This design comes from an exercise in tuning for small area, a short achievable clock period and few clock cycles on the open sky130 flow, not from production work.
The RTL was checked by simulation tests, not by an equivalence proof against the original design.
Power figures rest on the tool's default switching activity, not on a simulated workload.

// lcs_diff
module lcs_diff #(
    parameter N  = 16,
    parameter TW = 8
) (
    input  wire              clk,
    input  wire              rst,
    input  wire              cmd_valid,
    output wire              cmd_ready,
    input  wire [4:0]        a_len,
    input  wire [4:0]        b_len,
    input  wire [N*TW-1:0]   a_toks,
    input  wire [N*TW-1:0]   b_toks,
    output wire              out_valid,
    input  wire              out_ready,
    output wire [1:0]        out_op,
    output wire [3:0]        out_idx,
    output wire [4:0]        out_len
);
clock: 11.0 ns
lec_check: 0
cap_margin: 30
core_margin: 2
core_utilization: 40
cts_buf_list: sky130_fd_sc_hd__clkbuf_4 sky130_fd_sc_hd__clkbuf_8
slew_margin: 40
standard.sh (not shown) runs the stock make flow with config.mk's settings and CLKGATE_MAP_FILE= SYNTH_SCRIPT=/design/flow/synth_recipe.tcl, a recipe that flattens the netlist after the stock synthesis.
==> flow/flow/run.sh <==
#!/bin/bash
set -euo pipefail
bash standard.sh SETUP_SLACK_MARGIN=7 'BUFFER_PORTS_ARGS=-buffer_cell sky130_fd_sc_hd__buf_1' finish > make_finish.log 2>&1
Testbench counts at the start, summed over its fixed seeds: cycles 7,338.
Edit:
ABC_AREA = 1   (was default)
CTS_BUF_LIST = default   (was sky130_fd_sc_hd__clkbuf_4 sky130_fd_sc_hd__clkbuf_8)
=> Combinational power came out higher by 19%. Hold slack hardly moves. Flip-flop and latch count stays the same. Power came out higher by 11%. Clock-buffer cell count came out lower by 66. Utilization came out lower by 1.9 points. Sequential power came out higher by 9.6%. Worst setup slack gains 0.11 ns. Cell area came out lower by 3.3%. Via count came out higher by 4.7%.
Edit:
==> flow/flow/run.sh (replaced) <==
#!/bin/bash
set -euo pipefail
bash standard.sh SETUP_SLACK_MARGIN=6.5 'BUFFER_PORTS_ARGS=-buffer_cell sky130_fd_sc_hd__buf_1' finish > make_finish.log 2>&1
ABC_AREA = default   (was 1)
What happened: The changed run finished with timing, DRC and antenna clean. Synthesized area is lower slightly. Worst setup slack got worse by 0.41 ns. Clock skew is lower by 0.025 ns. First-iteration DRC count is higher by a few percent. Non-clock buffer count is higher by 38. Power is lower by roughly a tenth. Clock power is lower by a few percent. Maximum frequency is lower by roughly a tenth. Register-to-register slack got worse by 0.48 ns. Via count is lower by a little under a tenth.
Edit:
==> flow/flow/run.sh (replaced) <==
#!/bin/bash
set -euo pipefail
bash standard.sh SETUP_SLACK_MARGIN=7 'BUFFER_PORTS_ARGS=-buffer_cell sky130_fd_sc_hd__buf_1' finish > make_finish.log 2>&1
CORE_UTILIZATION = 55   (was 40)
After rerunning:
- The new run finished with timing, DRC and antenna clean
- maximum frequency increases by a little under a tenth
- sequential cell count is unchanged
- final area is higher by a few percent
- first-iteration DRC count increases by about a fifth
- worst setup slack improves by 0.31 ns
- power went up by a few percent
- combinational power increases by about a fifth

* * *

lcs_diff, a different RTL version from the one above (not shown whole).
Size: ~3900 cells after synthesis, roughly 440 flip-flops, about 280 I/O pins.
export LEC_CHECK = 0
export ABC_AREA = 1
export CAP_MARGIN = 30
export CORE_MARGIN = 2
export CORE_UTILIZATION = 40
export CTS_BUF_LIST = sky130_fd_sc_hd__clkbuf_8
export SLEW_MARGIN = 40
create_clock -name core_clock -period 11.0 [get_ports {clk}]
==> flow/flow/run.sh <==
#!/bin/bash
set -euo pipefail
bash standard.sh SETUP_SLACK_MARGIN=7.5 'BUFFER_PORTS_ARGS=-buffer_cell sky130_fd_sc_hd__buf_1' finish > make_finish.log 2>&1
The baseline finished clean.
Testbench counts at the start, summed over its fixed seeds: cycles 7,338.
Change:
==> flow/flow/run.sh (replaced) <==
#!/bin/bash
set -euo pipefail
bash standard.sh SETUP_SLACK_MARGIN=7.6 'BUFFER_PORTS_ARGS=-buffer_cell sky130_fd_sc_hd__buf_1' finish > make_finish.log 2>&1
Settings changed: CORE_UTILIZATION 40 to 50.
- cell area is about the same
- clock power went up by about 4%
- routed wire length went down by 0.42%
- power went up by 1.5%
- maximum frequency went up by 1.5%
- core utilization went up by 13 points
- hold slack stays flat
- via count is about the same

* * *

lcs_diff, a different RTL version from the one above (not shown whole).
Size: ~4000 cells after synthesis, roughly 460 flip-flops, about 280 I/O pins, roughly 28000 um^2 of cells after synthesis.
==> flow/config.mk <==
export PLATFORM = sky130hd
export DESIGN_NAME = lcs_diff
export DESIGN_NICKNAME = lcs_diff
export VERILOG_FILES = /design/flow/design.v
export SDC_FILE = /design/flow/constraint.sdc
export NUM_CORES = 4
export LEC_CHECK = 0
export ABC_AREA = 1
export CAP_MARGIN = 30
export CORE_MARGIN = 2
export CORE_UTILIZATION = 40
export SLEW_MARGIN = 40
==> flow/constraint.sdc <==
create_clock -name core_clock -period 11.0 [get_ports {clk}]
set_input_delay 2.2000 -clock core_clock [delete_from_list [all_inputs] [get_ports {clk}]]
set_output_delay 2.2000 -clock core_clock [all_outputs]
set_load 0.01 [all_outputs]
==> flow/flow/run.sh <==
#!/bin/bash
set -euo pipefail
bash standard.sh SETUP_SLACK_MARGIN=7.6 'BUFFER_PORTS_ARGS=-buffer_cell sky130_fd_sc_hd__buf_1' finish > make_finish.log 2>&1
Testbench counts at the start, summed over its fixed seeds: cycles 7,338.
Rerun with:
--- a/flow/config.mk
+++ b/flow/config.mk
@@ -10,3 +10,4 @@
 export CORE_MARGIN = 2
 export CORE_UTILIZATION = 40
+export CTS_BUF_LIST = sky130_fd_sc_hd__clkbuf_8
 export SLEW_MARGIN = 40
Result: Clock skew decreases by 0.0042 ns; setup slack gets better by 0.0085 ns; flip-flop and latch count stays the same; power decreases by 3.5%.
Rerun with:
==> flow/flow/run.sh (replaced) <==
#!/bin/bash
set -euo pipefail
bash standard.sh SETUP_SLACK_MARGIN=7.8 'BUFFER_PORTS_ARGS=-buffer_cell sky130_fd_sc_hd__buf_1' finish > make_finish.log 2>&1
--- a/flow/config.mk
+++ b/flow/config.mk
@@ -10,4 +10,3 @@
 export CORE_MARGIN = 2
 export CORE_UTILIZATION = 40
-export CTS_BUF_LIST = sky130_fd_sc_hd__clkbuf_8
 export SLEW_MARGIN = 40
=>
- The new run completed without violations
- register-to-register slack stays flat
- non-clock buffer count goes up by 81
- routed wire length rises by 4.5%
- clock power climbs by about 10%
- via count went up by 2.8%
- combinational power rises by 22%
- utilization came out higher by 3.4 points
- total power rises by 9.4%
- design area grows by 6.7%

what the ideal ports hide:
Ports are ideal in the flow. The routed layouts listed here were re-timed in OpenROAD.
Step 1 (the two cells are an assumption about what drives the block):
set clk [get_ports {clk}]
set_driving_cell -lib_cell sky130_fd_sc_hd__clkbuf_16 $clk
set_driving_cell -lib_cell sky130_fd_sc_hd__buf_2 [delete_from_list [all_inputs] $clk]
Step 2 adds t to the input delays and takes it off the output delays; t is the mean of the earliest and latest rising clock arrival at the registers after step 1. Input paths then give back, and output paths get back, about the clock's delay inside the block.
a / b / c = no drivers / after step 1 / after step 2; a / b = the first two.
run | t (ns) | setup slack, ns | worst hold slack (ns) | cell pins on the clock port's net
the first run of note 1 | 0.747 | 6.988 / 6.988 / 6.460 | 0.328 / 0.328 / 0.328 | 1
the second run of note 1 | 0.683 | 7.096 / 7.107 / 6.425 | 0.328 / 0.328 / 0.328 | 1
the third run of note 1 | 0.676 | 6.690 / 6.690 / 6.466 | 0.325 / 0.325 / 0.325 | 1
the fourth run of note 1 | 0.682 | 6.996 / 6.996 / 6.383 | 0.328 / 0.328 / 0.328 | 1
the first run of note 2 | 0.727 | 7.507 / 7.507 / 6.852 | 0.328 / 0.328 / 0.328 | 1
the second run of note 2 | 0.725 | 7.558 / 7.558 / 6.961 | 0.326 / 0.326 / 0.326 | 1
the first run of note 3 | 0.682 | 7.491 / 7.491 / 6.972 | 0.326 / 0.326 / 0.326 | 1
the second run of note 3 | 0.760 | 7.499 / 7.442 / 6.893 | 0.327 / 0.327 / 0.327 | 1
the third run of note 3 | 0.677 | 7.495 / 7.427 / 7.111 | 0.326 / 0.326 / 0.326 | 1
After both steps every run listed still meets setup and hold. The setup slack of the second run of note 1, which loses most, moves by +0.011 ns with the drivers and by -0.671 ns with both steps.
